What follows belongs to an exercise in optimizing a design on an open flow for small area; a production flow would make more cautious choices.
Function was checked by simulation only, so behaviour that the tests miss may differ from the original.
Power is estimated from default activity; no workload was simulated.

==> inputs of 05-24 <==
// esp_frame_rx
module esp_frame_rx (
    input  wire        clk,
    input  wire        rst,
    input  wire        cmd_valid,
    output wire        cmd_ready,
    input  wire [7:0]  cmd_op,
    input  wire [15:0] cmd_n,
    output reg         rsp_valid,
    output reg  [2:0]  rsp_tag,
    output wire [3:0]  rsp_code,
    output reg  [8:0]  rsp_a,
    output reg  [7:0]  rsp_b,
    input  wire [6:0]  rd_idx,
    output wire [7:0]  rd_data,
    output wire        src_rd,
    input  wire [1:0]  src_stat,
    input  wire [7:0]  src_data
);
    localparam [7:0] DS = 8'hA5;
    localparam [7:0] DE = 8'h5A;
    localparam [7:0] OP_BUFFER = 8'h01;
    localparam [7:0] OP_PEEK   = 8'h02;
    localparam [7:0] OP_SLICE  = 8'h03;
    localparam [7:0] OP_DRAIN  = 8'h04;
    localparam [7:0] OP_RECV   = 8'h12;
    localparam [2:0] T_READY  = 3'd0;
    localparam [2:0] T_WBLOCK = 3'd1;
    localparam [2:0] T_ERR    = 3'd2;
    localparam [2:0] T_FAULT  = 3'd3;
    localparam [2:0] T_REFUSE = 3'd4;
    localparam [1:0] C_EARLY_END   = 2'd0;
    localparam [1:0] C_CRC         = 2'd1;
    localparam [1:0] C_MISSING_END = 2'd2;
    localparam [1:0] C_TRANSPORT   = 2'd3;
    localparam [2:0] S_IDLE  = 3'd0;
    localparam [2:0] S_BUF   = 3'd1;    
    localparam [2:0] S_PEEK  = 3'd2;    
    localparam [2:0] S_SCAN  = 3'd3;    
    localparam [2:0] S_BODY  = 3'd4;    
    localparam [2:0] S_END   = 3'd5;    
    localparam [2:0] S_DROP  = 3'd6;    
    localparam [2:0] S_DRAIN = 3'd7;    
    reg  [1023:0] ring;
    wire [7:0]    tap = ring[1023:1016];
    reg [6:0] ptr;        
    reg [7:0] count;
    reg [6:0] roff;       
    reg       faulted;
    reg [2:0] state;
    reg [1:0] rsp_code_lo;
    assign rsp_code = {2'b01, rsp_code_lo};
    function [8:0] add8;
        input [7:0] x;
        input [7:0] y;
        input       ci;
        integer k;
        reg c;
  ...
clock: 12.0 ns
lec_check: 0
cap_margin: 20
core_margin: 2
core_utilization: 50
cts_buf_list: sky130_fd_sc_hd__clkbuf_16
cts_cluster_diameter: 60
cts_cluster_size: 24
place_density: 0.65
slew_margin: 20
synth_hierarchical: 1
synth_minimum_keep_size: 0
run.sh (not shown) runs the stock make flow with config.mk's settings and CLKGATE_MAP_FILE= SYNTH_SCRIPT=/design/flow/synth_recipe.tcl, a recipe that flattens the netlist after the stock synthesis.
==> 11-22 (differences from 05-24) <==
--- a/flow/design.v
+++ b/flow/design.v
@@ -124,27 +124,29 @@
         S_BODY:  rsp_tag <= T_WBLOCK;
         S_END:   rsp_tag <= cge ? T_READY : T_WBLOCK;
         S_DROP:  rsp_tag <= T_ERR;
         default: rsp_tag <= T_READY;
         endcase
     end
     reg b_tap, b_ptr;
     reg a_cnt, a_tap, a_8, a_crc, a_ptr, a_roff, a_clr;
+    reg roff_ptr;
     wire [7:0] crc_next = crc8_byte(rsp_a[7:0], tap);
     always @(posedge clk) begin
         b_tap = 1'b0;
         b_ptr = 1'b0;
         a_cnt = 1'b0;
         a_tap = 1'b0;
         a_8   = 1'b0;
         a_crc = 1'b0;
         a_ptr = 1'b0;
         a_roff = 1'b0;
         a_clr = 1'b0;
+        roff_ptr = 1'b0;
         ptr  <= add7(ptr, 7'd0, 1'b1);
         roff <= add7(roff, 7'h7F, 1'b0);
         rsp_valid <= 1'b0;
         if (rst) begin
             state   <= S_IDLE;
             ptr     <= 7'd0;
             count   <= 8'd0;
             faulted <= 1'b0;
@@ -155,34 +157,33 @@
                     rsp_valid <= 1'b1;
                 end else begin
                     case (cmd_op)
                     OP_BUFFER: begin
                         rsp_code_lo[1] <= 1'b0;
                         state          <= S_BUF;
                     end
                     OP_PEEK: begin
-                        rsp_code_lo[0] <= 1'b0;
                         if (count == 8'd0) begin
                             rsp_valid <= 1'b1;
                             a_cnt = 1'b1;
                         end else
                             state <= S_PEEK;
                     end
                     OP_SLICE: begin
-                        rsp_code_lo[0] <= 1'b1;
-                        state          <= S_PEEK;
+                        roff_ptr = 1'b1;
+                        rsp_valid <= 1'b1;
+                        a_cnt = 1'b1;
                     end
                     OP_DRAIN: begin
                         if (!cge || cmd_n[15:8] != 8'd0) begin
                             rsp_valid <= 1'b1;
                             faulted   <= 1'b1;
                         end else begin
                             count <= csum[7:0];
-                            roff  <= cmd_n[6:0];
                             state <= S_DRAIN;
                         end
                     end
                     default: state <= S_SCAN;    
                     endcase
                 end
             end
             S_BUF: begin
@@ -202,23 +203,18 @@
                         rsp_valid <= 1'b1;
                         state     <= S_IDLE;
                     end
                 end
             end
             S_PEEK: if (head_at_tap) begin
                 rsp_valid <= 1'b1;
                 state     <= S_IDLE;
-                if (rsp_code_lo[0]) begin
-                    roff  <= 7'h7F;
-                    a_cnt = 1'b1;
-                end else begin
-                    a_tap = 1'b1;
-                    a_8   = 1'b1;
-                end
+                a_tap = 1'b1;
+                a_8   = 1'b1;
             end
             S_DRAIN: begin
                 if (roff == 7'd0) begin
                     rsp_valid <= 1'b1;
                     state     <= S_IDLE;
                 end else
                     ptr <= ptr;
             end
@@ -289,16 +285,18 @@
                     ptr       <= ptr;
                     count     <= csum[7:0];
                     state     <= S_IDLE;
                 end
             end
             default: state <= S_IDLE;
             endcase
         end
+        if (take)
+            roff <= roff_ptr ? ~ptr : cmd_n[6:0];
         rsp_b <= ({8{b_tap}} & tap) | ({8{b_ptr}} & {1'b0, ptr}) |
                  ({8{!b_tap && !b_ptr}} & rsp_b);
         rsp_a <= ({9{a_cnt}} & {1'b0, count}) | ({9{a_tap}} & {a_8, tap}) |
                  ({9{a_crc}} & {1'b0, crc_next}) | ({9{a_ptr}} & {2'b00, ptr}) |
                  ({9{a_roff}} & {2'b00, ~roff}) |
                  ({9{!(a_cnt || a_tap || a_crc || a_ptr || a_roff || a_clr)}} & rsp_a);
     end
 endmodule
==> flow/flow/run.sh (new file) <==
#!/bin/bash
# Own flow: the standard layout (standard.sh: the standard synthesis script
# and the ORFS steps to finish) with three options changed:
#  - synthesis maps logic with an area-oriented ABC script (flow/abc_map.script)
#    in place of ORFS's abc_speed.script, which ends with buffering and
#    upsizing; everything else in synthesis, the flip-flops included, is as
#    in the standard synthesis;
#  - port buffers use the smallest buffer cell;
#  - clock tree synthesis uses sink clusters of clkbuf_8 and no dummy loads.
# Each tool's full output stays in the ORFS logs under orfs/logs; make's own
# output goes to layout.log.
set -euo pipefail
here=$(pwd)
mkdir -p scripts
cp -r "$FLOW_HOME/scripts/." scripts/
cp flow/abc_map.script scripts/abc_speed.script
export SCRIPTS_DIR="$here/scripts"
export BUFFER_PORTS_ARGS="-buffer_cell sky130_fd_sc_hd__buf_1"
export CTS_ARGS="-sink_clustering_enable -repair_clock_nets -dont_use_dummy_load -buf_list sky130_fd_sc_hd__clkbuf_8 -sink_clustering_size 18 -sink_clustering_max_diameter 60"
bash standard.sh > layout.log 2>&1
==> flow/flow/abc_map.script (new file) <==
&get -n
&st
&syn2
&dch
&nf
&st
&syn2
&dch
&nf
&put
==> flow/standard.sh (new file) <==
#!/bin/bash
# synth_recipe.tcl (not shown) runs the flow's synth.tcl, then flattens the netlist and writes it again
# the make line also repeats each setting of config.mk as NAME=value (left out here)
make -C /OpenROAD-flow-scripts/flow DESIGN_CONFIG=/design/flow/config.mk WORK_HOME=/design/flow/orfs CLKGATE_MAP_FILE= SYNTH_SCRIPT=/design/flow/synth_recipe.tcl "${@:-finish}"
==> flow/config.mk (replaced) <==
export PLATFORM = sky130hd
export DESIGN_NAME = esp_frame_rx
export DESIGN_NICKNAME = esp_frame_rx
export VERILOG_FILES = /design/flow/design.v
export SDC_FILE = /design/flow/constraint.sdc
export NUM_CORES = 4
export LEC_CHECK = 0
export CAP_MARGIN = 20
export CORE_MARGIN = 2
export CORE_UTILIZATION = 50
export PLACE_DENSITY = 0.65
export SLEW_MARGIN = 20
export SYNTH_HIERARCHICAL = 1
export SYNTH_MINIMUM_KEEP_SIZE = 0
removed: flow/run.sh
==> 04-16 (differences from 05-24) <==
--- a/flow/design.v
+++ b/flow/design.v
@@ -122,29 +122,17 @@
         S_BUF:   rsp_tag <= rsp_code_lo[1] ? T_ERR : T_READY;
         S_SCAN:  rsp_tag <= T_WBLOCK;
         S_BODY:  rsp_tag <= T_WBLOCK;
         S_END:   rsp_tag <= cge ? T_READY : T_WBLOCK;
         S_DROP:  rsp_tag <= T_ERR;
         default: rsp_tag <= T_READY;
         endcase
     end
-    reg b_tap, b_ptr;
-    reg a_cnt, a_tap, a_8, a_crc, a_ptr, a_roff, a_clr;
-    wire [7:0] crc_next = crc8_byte(rsp_a[7:0], tap);
     always @(posedge clk) begin
-        b_tap = 1'b0;
-        b_ptr = 1'b0;
-        a_cnt = 1'b0;
-        a_tap = 1'b0;
-        a_8   = 1'b0;
-        a_crc = 1'b0;
-        a_ptr = 1'b0;
-        a_roff = 1'b0;
-        a_clr = 1'b0;
         ptr  <= add7(ptr, 7'd0, 1'b1);
         roff <= add7(roff, 7'h7F, 1'b0);
         rsp_valid <= 1'b0;
         if (rst) begin
             state   <= S_IDLE;
             ptr     <= 7'd0;
             count   <= 8'd0;
             faulted <= 1'b0;
@@ -158,17 +146,17 @@
                     OP_BUFFER: begin
                         rsp_code_lo[1] <= 1'b0;
                         state          <= S_BUF;
                     end
                     OP_PEEK: begin
                         rsp_code_lo[0] <= 1'b0;
                         if (count == 8'd0) begin
                             rsp_valid <= 1'b1;
-                            a_cnt = 1'b1;
+                            rsp_a     <= {1'b0, count};
                         end else
                             state <= S_PEEK;
                     end
                     OP_SLICE: begin
                         rsp_code_lo[0] <= 1'b1;
                         state          <= S_PEEK;
                     end
                     OP_DRAIN: begin
@@ -187,124 +175,116 @@
             end
             S_BUF: begin
                 if (count[7]) begin
                     rsp_valid <= 1'b1;
                     state     <= S_IDLE;
                 end else if (tail_at_tap) begin
                     if (rsp_code_lo[1]) begin
                         rsp_valid <= 1'b1;
-                        a_tap = 1'b1;
+                        rsp_a     <= {1'b0, tap};
                         state     <= S_IDLE;
                     end else if (src_stat[1]) begin
                         rsp_code_lo <= C_TRANSPORT;
                     end else if (src_stat[0]) begin
                         count <= csum[7:0];
                     end else begin
                         rsp_valid <= 1'b1;
                         state     <= S_IDLE;
                     end
                 end
             end
             S_PEEK: if (head_at_tap) begin
                 rsp_valid <= 1'b1;
                 state     <= S_IDLE;
                 if (rsp_code_lo[0]) begin
                     roff  <= 7'h7F;
-                    a_cnt = 1'b1;
-                end else begin
-                    a_tap = 1'b1;
-                    a_8   = 1'b1;
-                end
+                    rsp_a <= {1'b0, count};
+                end else
+                    rsp_a <= {1'b1, tap};
             end
             S_DRAIN: begin
                 if (roff == 7'd0) begin
                     rsp_valid <= 1'b1;
                     state     <= S_IDLE;
                 end else
                     ptr <= ptr;
             end
             S_SCAN: begin
-                a_clr = 1'b1;
+                rsp_a          <= 9'd0;
                 rsp_code_lo[1] <= 1'b0;
                 if (count == 8'd0) begin
                     rsp_valid <= 1'b1;
                     state     <= S_IDLE;
                 end else if (head_at_tap) begin
                     if (tap == DS) begin
                         state <= S_BODY;
                     end else begin
                         ptr   <= ptr;
                         count <= csum[7:0];
                     end
                 end
             end
             S_BODY: begin
                 if (len_at_tap) begin
                     roff  <= 7'd0;       
-                    b_tap = 1'b1;
+                    rsp_b <= tap;
                     if (count[7:1] == 7'd0 || tap > 8'd124) begin
                         rsp_valid <= 1'b1;
                         state     <= S_IDLE;
                     end
                 end
                 if (at_cb) begin
-                    b_tap = 1'b1;
+                    rsp_b <= tap;
                     state <= S_END;
                 end else
-                    a_crc = 1'b1;
+                    rsp_a <= {1'b0, crc8_byte(rsp_a[7:0], tap)};
                 if (tap == DE)
                     rsp_code_lo[1] <= 1'b1;
             end
             S_END: begin
                 state <= S_DROP;
                 if (!cge) begin
                     rsp_valid <= 1'b1;
                     state     <= S_IDLE;
                 end else if (tap != DE && rsp_code_lo[1]) begin
                     rsp_code_lo <= C_EARLY_END;
-                    b_ptr = 1'b1;
+                    rsp_b       <= {1'b0, ptr};
                 end else if (rsp_a[7:0] != rsp_b) begin
                     rsp_code_lo <= C_CRC;
                 end else if (tap != DE) begin
                     rsp_code_lo <= C_MISSING_END;
-                    a_ptr = 1'b1;
-                    b_tap = 1'b1;
+                    rsp_a       <= {2'b00, ptr};
+                    rsp_b       <= tap;
                 end else begin
                     rsp_valid <= 1'b1;
-                    a_roff = 1'b1;
+                    rsp_a     <= {2'b00, ~roff};
                     ptr       <= 7'd0;
                     count     <= csum[7:0];
                     state     <= S_IDLE;
                 end
             end
             S_DROP: begin
                 if (rsp_code_lo == C_EARLY_END) begin
                     if (head_at_tap)
-                        a_clr = 1'b1;
+                        rsp_a <= 9'd0;
                     else if (tap == DE)
-                        a_ptr = 1'b1;
+                        rsp_a <= {2'b00, ptr};
                 end
                 if (rsp_code_lo == C_EARLY_END ? (ptr == rsp_b[6:0]) : (ptr == 7'h7F)) begin
                     rsp_valid <= 1'b1;
                     roff      <= 7'd0;
                     ptr       <= ptr;
                     count     <= csum[7:0];
                     state     <= S_IDLE;
                 end
             end
             default: state <= S_IDLE;
             endcase
         end
-        rsp_b <= ({8{b_tap}} & tap) | ({8{b_ptr}} & {1'b0, ptr}) |
-                 ({8{!b_tap && !b_ptr}} & rsp_b);
-        rsp_a <= ({9{a_cnt}} & {1'b0, count}) | ({9{a_tap}} & {a_8, tap}) |
-                 ({9{a_crc}} & {1'b0, crc_next}) | ({9{a_ptr}} & {2'b00, ptr}) |
-                 ({9{a_roff}} & {2'b00, ~roff}) |
-                 ({9{!(a_cnt || a_tap || a_crc || a_ptr || a_roff || a_clr)}} & rsp_a);
     end
 endmodule
 module rx_rdport (
     input  wire [6:0]    addr,
     input  wire [1023:0] ring,
     output wire [7:0]    q
 );
     wire [127:0] sel;
==> flow/flow/run.sh (new file) <==
#!/bin/bash
# Own flow: the standard layout (standard.sh: the standard synthesis script
# and the ORFS steps to finish) with three options changed:
#  - synthesis maps logic with an area-oriented ABC script (flow/abc_map.script)
#    in place of ORFS's abc_speed.script, which ends with buffering and
#    upsizing; everything else in synthesis, the flip-flops included, is as
#    in the standard synthesis;
#  - port buffers use the smallest buffer cell;
#  - clock tree synthesis uses sink clusters of clkbuf_8 and no dummy loads.
# Each tool's full output stays in the ORFS logs under orfs/logs; make's own
# output goes to layout.log.
set -euo pipefail
here=$(pwd)
mkdir -p scripts
cp -r "$FLOW_HOME/scripts/." scripts/
cp flow/abc_map.script scripts/abc_speed.script
export SCRIPTS_DIR="$here/scripts"
export BUFFER_PORTS_ARGS="-buffer_cell sky130_fd_sc_hd__buf_1"
export CTS_ARGS="-sink_clustering_enable -repair_clock_nets -dont_use_dummy_load -buf_list sky130_fd_sc_hd__clkbuf_8 -sink_clustering_size 20 -sink_clustering_max_diameter 45"
bash standard.sh > layout.log 2>&1
==> flow/flow/abc_map.script (new file) <==
&get -n
&st
&syn2
&dch
&nf
&st
&syn2
&dch
&nf
&put
==> flow/standard.sh (new file) <==
#!/bin/bash
# synth_recipe.tcl (not shown) runs the flow's synth.tcl, then flattens the netlist and writes it again
# the make line also repeats each setting of config.mk as NAME=value (left out here)
make -C /OpenROAD-flow-scripts/flow DESIGN_CONFIG=/design/flow/config.mk WORK_HOME=/design/flow/orfs CLKGATE_MAP_FILE= SYNTH_SCRIPT=/design/flow/synth_recipe.tcl "${@:-finish}"
==> flow/config.mk (replaced) <==
export PLATFORM = sky130hd
export DESIGN_NAME = esp_frame_rx
export DESIGN_NICKNAME = esp_frame_rx
export VERILOG_FILES = /design/flow/design.v
export SDC_FILE = /design/flow/constraint.sdc
export NUM_CORES = 4
export LEC_CHECK = 0
export CAP_MARGIN = 20
export CORE_MARGIN = 2
export CORE_UTILIZATION = 65
export PLACE_DENSITY = 0.75
export SLEW_MARGIN = 20
export SYNTH_HIERARCHICAL = 1
export SYNTH_MINIMUM_KEEP_SIZE = 0
removed: flow/run.sh
==> 06-15 (differences from 05-24) <==
--- a/flow/design.v
+++ b/flow/design.v
@@ -122,29 +122,17 @@
         S_BUF:   rsp_tag <= rsp_code_lo[1] ? T_ERR : T_READY;
         S_SCAN:  rsp_tag <= T_WBLOCK;
         S_BODY:  rsp_tag <= T_WBLOCK;
         S_END:   rsp_tag <= cge ? T_READY : T_WBLOCK;
         S_DROP:  rsp_tag <= T_ERR;
         default: rsp_tag <= T_READY;
         endcase
     end
-    reg b_tap, b_ptr;
-    reg a_cnt, a_tap, a_8, a_crc, a_ptr, a_roff, a_clr;
-    wire [7:0] crc_next = crc8_byte(rsp_a[7:0], tap);
     always @(posedge clk) begin
-        b_tap = 1'b0;
-        b_ptr = 1'b0;
-        a_cnt = 1'b0;
-        a_tap = 1'b0;
-        a_8   = 1'b0;
-        a_crc = 1'b0;
-        a_ptr = 1'b0;
-        a_roff = 1'b0;
-        a_clr = 1'b0;
         ptr  <= add7(ptr, 7'd0, 1'b1);
         roff <= add7(roff, 7'h7F, 1'b0);
         rsp_valid <= 1'b0;
         if (rst) begin
             state   <= S_IDLE;
             ptr     <= 7'd0;
             count   <= 8'd0;
             faulted <= 1'b0;
@@ -158,17 +146,17 @@
                     OP_BUFFER: begin
                         rsp_code_lo[1] <= 1'b0;
                         state          <= S_BUF;
                     end
                     OP_PEEK: begin
                         rsp_code_lo[0] <= 1'b0;
                         if (count == 8'd0) begin
                             rsp_valid <= 1'b1;
-                            a_cnt = 1'b1;
+                            rsp_a     <= {1'b0, count};
                         end else
                             state <= S_PEEK;
                     end
                     OP_SLICE: begin
                         rsp_code_lo[0] <= 1'b1;
                         state          <= S_PEEK;
                     end
                     OP_DRAIN: begin
@@ -187,124 +175,116 @@
             end
             S_BUF: begin
                 if (count[7]) begin
                     rsp_valid <= 1'b1;
                     state     <= S_IDLE;
                 end else if (tail_at_tap) begin
                     if (rsp_code_lo[1]) begin
                         rsp_valid <= 1'b1;
-                        a_tap = 1'b1;
+                        rsp_a     <= {1'b0, tap};
                         state     <= S_IDLE;
                     end else if (src_stat[1]) begin
                         rsp_code_lo <= C_TRANSPORT;
                     end else if (src_stat[0]) begin
                         count <= csum[7:0];
                     end else begin
                         rsp_valid <= 1'b1;
                         state     <= S_IDLE;
                     end
                 end
             end
             S_PEEK: if (head_at_tap) begin
                 rsp_valid <= 1'b1;
                 state     <= S_IDLE;
                 if (rsp_code_lo[0]) begin
                     roff  <= 7'h7F;
-                    a_cnt = 1'b1;
-                end else begin
-                    a_tap = 1'b1;
-                    a_8   = 1'b1;
-                end
+                    rsp_a <= {1'b0, count};
+                end else
+                    rsp_a <= {1'b1, tap};
             end
             S_DRAIN: begin
                 if (roff == 7'd0) begin
                     rsp_valid <= 1'b1;
                     state     <= S_IDLE;
                 end else
                     ptr <= ptr;
             end
             S_SCAN: begin
-                a_clr = 1'b1;
+                rsp_a          <= 9'd0;
                 rsp_code_lo[1] <= 1'b0;
                 if (count == 8'd0) begin
                     rsp_valid <= 1'b1;
                     state     <= S_IDLE;
                 end else if (head_at_tap) begin
                     if (tap == DS) begin
                         state <= S_BODY;
                     end else begin
                         ptr   <= ptr;
                         count <= csum[7:0];
                     end
                 end
             end
             S_BODY: begin
                 if (len_at_tap) begin
                     roff  <= 7'd0;       
-                    b_tap = 1'b1;
+                    rsp_b <= tap;
                     if (count[7:1] == 7'd0 || tap > 8'd124) begin
                         rsp_valid <= 1'b1;
                         state     <= S_IDLE;
                     end
                 end
                 if (at_cb) begin
-                    b_tap = 1'b1;
+                    rsp_b <= tap;
                     state <= S_END;
                 end else
-                    a_crc = 1'b1;
+                    rsp_a <= {1'b0, crc8_byte(rsp_a[7:0], tap)};
                 if (tap == DE)
                     rsp_code_lo[1] <= 1'b1;
             end
             S_END: begin
                 state <= S_DROP;
                 if (!cge) begin
                     rsp_valid <= 1'b1;
                     state     <= S_IDLE;
                 end else if (tap != DE && rsp_code_lo[1]) begin
                     rsp_code_lo <= C_EARLY_END;
-                    b_ptr = 1'b1;
+                    rsp_b       <= {1'b0, ptr};
                 end else if (rsp_a[7:0] != rsp_b) begin
                     rsp_code_lo <= C_CRC;
                 end else if (tap != DE) begin
                     rsp_code_lo <= C_MISSING_END;
-                    a_ptr = 1'b1;
-                    b_tap = 1'b1;
+                    rsp_a       <= {2'b00, ptr};
+                    rsp_b       <= tap;
                 end else begin
                     rsp_valid <= 1'b1;
-                    a_roff = 1'b1;
+                    rsp_a     <= {2'b00, ~roff};
                     ptr       <= 7'd0;
                     count     <= csum[7:0];
                     state     <= S_IDLE;
                 end
             end
             S_DROP: begin
                 if (rsp_code_lo == C_EARLY_END) begin
                     if (head_at_tap)
-                        a_clr = 1'b1;
+                        rsp_a <= 9'd0;
                     else if (tap == DE)
-                        a_ptr = 1'b1;
+                        rsp_a <= {2'b00, ptr};
                 end
                 if (rsp_code_lo == C_EARLY_END ? (ptr == rsp_b[6:0]) : (ptr == 7'h7F)) begin
                     rsp_valid <= 1'b1;
                     roff      <= 7'd0;
                     ptr       <= ptr;
                     count     <= csum[7:0];
                     state     <= S_IDLE;
                 end
             end
             default: state <= S_IDLE;
             endcase
         end
-        rsp_b <= ({8{b_tap}} & tap) | ({8{b_ptr}} & {1'b0, ptr}) |
-                 ({8{!b_tap && !b_ptr}} & rsp_b);
-        rsp_a <= ({9{a_cnt}} & {1'b0, count}) | ({9{a_tap}} & {a_8, tap}) |
-                 ({9{a_crc}} & {1'b0, crc_next}) | ({9{a_ptr}} & {2'b00, ptr}) |
-                 ({9{a_roff}} & {2'b00, ~roff}) |
-                 ({9{!(a_cnt || a_tap || a_crc || a_ptr || a_roff || a_clr)}} & rsp_a);
     end
 endmodule
 module rx_rdport (
     input  wire [6:0]    addr,
     input  wire [1023:0] ring,
     output wire [7:0]    q
 );
     wire [127:0] sel;
==> flow/flow/run.sh (new file) <==
#!/bin/bash
# Own flow: the standard layout (standard.sh: the standard synthesis script
# and the ORFS steps to finish) with three options changed:
#  - synthesis maps logic with an area-oriented ABC script (flow/abc_map.script)
#    in place of ORFS's abc_speed.script, which ends with buffering and
#    upsizing; everything else in synthesis, the flip-flops included, is as
#    in the standard synthesis;
#  - port buffers use the smallest buffer cell;
#  - clock tree synthesis uses sink clusters of clkbuf_8 and no dummy loads.
# Each tool's full output stays in the ORFS logs under orfs/logs; make's own
# output goes to layout.log.
set -euo pipefail
here=$(pwd)
mkdir -p scripts
cp -r "$FLOW_HOME/scripts/." scripts/
cp flow/abc_map.script scripts/abc_speed.script
export SCRIPTS_DIR="$here/scripts"
export BUFFER_PORTS_ARGS="-buffer_cell sky130_fd_sc_hd__buf_1"
export CTS_ARGS="-sink_clustering_enable -repair_clock_nets -dont_use_dummy_load -buf_list sky130_fd_sc_hd__clkbuf_8 -sink_clustering_size 18 -sink_clustering_max_diameter 60"
bash standard.sh > layout.log 2>&1
==> flow/flow/abc_map.script (new file) <==
&get -n
&st
&syn2
&dch
&nf
&st
&syn2
&dch
&nf
&put
==> flow/standard.sh (new file) <==
#!/bin/bash
# synth_recipe.tcl (not shown) runs the flow's synth.tcl, then flattens the netlist and writes it again
# the make line also repeats each setting of config.mk as NAME=value (left out here)
make -C /OpenROAD-flow-scripts/flow DESIGN_CONFIG=/design/flow/config.mk WORK_HOME=/design/flow/orfs CLKGATE_MAP_FILE= SYNTH_SCRIPT=/design/flow/synth_recipe.tcl "${@:-finish}"
==> flow/config.mk (replaced) <==
export PLATFORM = sky130hd
export DESIGN_NAME = esp_frame_rx
export DESIGN_NICKNAME = esp_frame_rx
export VERILOG_FILES = /design/flow/design.v
export SDC_FILE = /design/flow/constraint.sdc
export NUM_CORES = 4
export LEC_CHECK = 0
export CAP_MARGIN = 20
export CORE_MARGIN = 2
export CORE_UTILIZATION = 50
export PLACE_DENSITY = 0.65
export SLEW_MARGIN = 20
export SYNTH_HIERARCHICAL = 1
export SYNTH_MINIMUM_KEEP_SIZE = 0
removed: flow/run.sh
==> run notes <==
metric                                                                            06-15         04-16         05-24         11-22
Post-layout instance area                                                  0.0318 sq mm  0.0317 sq mm  0.0330 sq mm  0.0317 sq mm
Vias per inst                                                                      6.26          6.70          6.35          6.31
Filler instances                                                                   4846          3214          4767          4843
Portion of the clock cycle consumed by the worst path in the final layout         90.7%         89.6%         96.1%         87.6%
Clock network fraction of total power                                             24.3%         25.2%         28.6%         23.9%
Share of Yosys cell area claimed by the top area cell type                        71.6%         71.6%         72.2%         73.2%
WHS                                                                              288 ps        297 ps        341 ps        303 ps
Worst-case reg-to-reg path depth                                                     19            21            18            19
Number of tap cells inserted                                                        773           600           773           765
Run status                                             no timing/DRC/antenna violations  no timing/DRC/antenna violations  no timing/DRC/antenna violations  no timing/DRC/antenna violations
Transition time at the pin with the least slew margin                           1170 ps       1230 ps        962 ps       1190 ps
Sequential cell area in the final layout                                   0.0217 sq mm  0.0217 sq mm  0.0215 sq mm  0.0215 sq mm
Logic power comb                                                                1.09 mW       1.08 mW       1.24 mW       1.20 mW
Cell-internal power                                                             4.49 mW       4.55 mW       4.92 mW       4.52 mW
Routed metal-1 wire length                                                      32.5 mm       30.5 mm       34.4 mm       33.3 mm
Post-placement cell count                                                          3009          2835          3001          2990
Time the worst path needs with I/O delays and setup                            10890 ps      10760 ps      11540 ps      10510 ps
Destination of the critical timing path                                      rd_data[3]    rd_data[0]    rd_data[7]    rd_data[3]
Fin worst setup slack                                                           1110 ps       1240 ps        465 ps       1490 ps
Share of total power in combinational logic                                       17.0%         16.8%         17.6%         18.4%

[re-timing with driven ports]
The results above use ideal ports. As a check the final layouts listed here were re-extracted and re-timed, cells and wires unchanged. Step 1 (the two cells are an assumption about what drives the block):
set clk [get_ports {clk}]
set_driving_cell -lib_cell sky130_fd_sc_hd__clkbuf_16 $clk
set_driving_cell -lib_cell sky130_fd_sc_hd__buf_2 [delete_from_list [all_inputs] $clk]
Step 2 times the ports against the registers' clock, not the clock port: input delays grow and output delays shrink by t, the midpoint of the rising clock arrivals with the driver on. a / b / c = ideal / step 1 / step 2; a / b = the first two.
run | t, ns | setup WS [ns] | worst setup path after step 2
05-24 | 0.700 | 0.465 / 0.443 / 0.443 | input to output
11-22 | 0.701 | 1.492 / 1.464 / 1.464 | input to output
04-16 | 0.717 | 1.243 / 1.220 / 1.220 | input to output
06-15 | 0.690 | 1.114 / 1.088 / 1.088 | input to output
After both steps every run listed still meets setup and hold. For 11-22, which loses most, drivers alone change the setup slack by -0.028 ns; drivers and shift together by -0.028 ns.
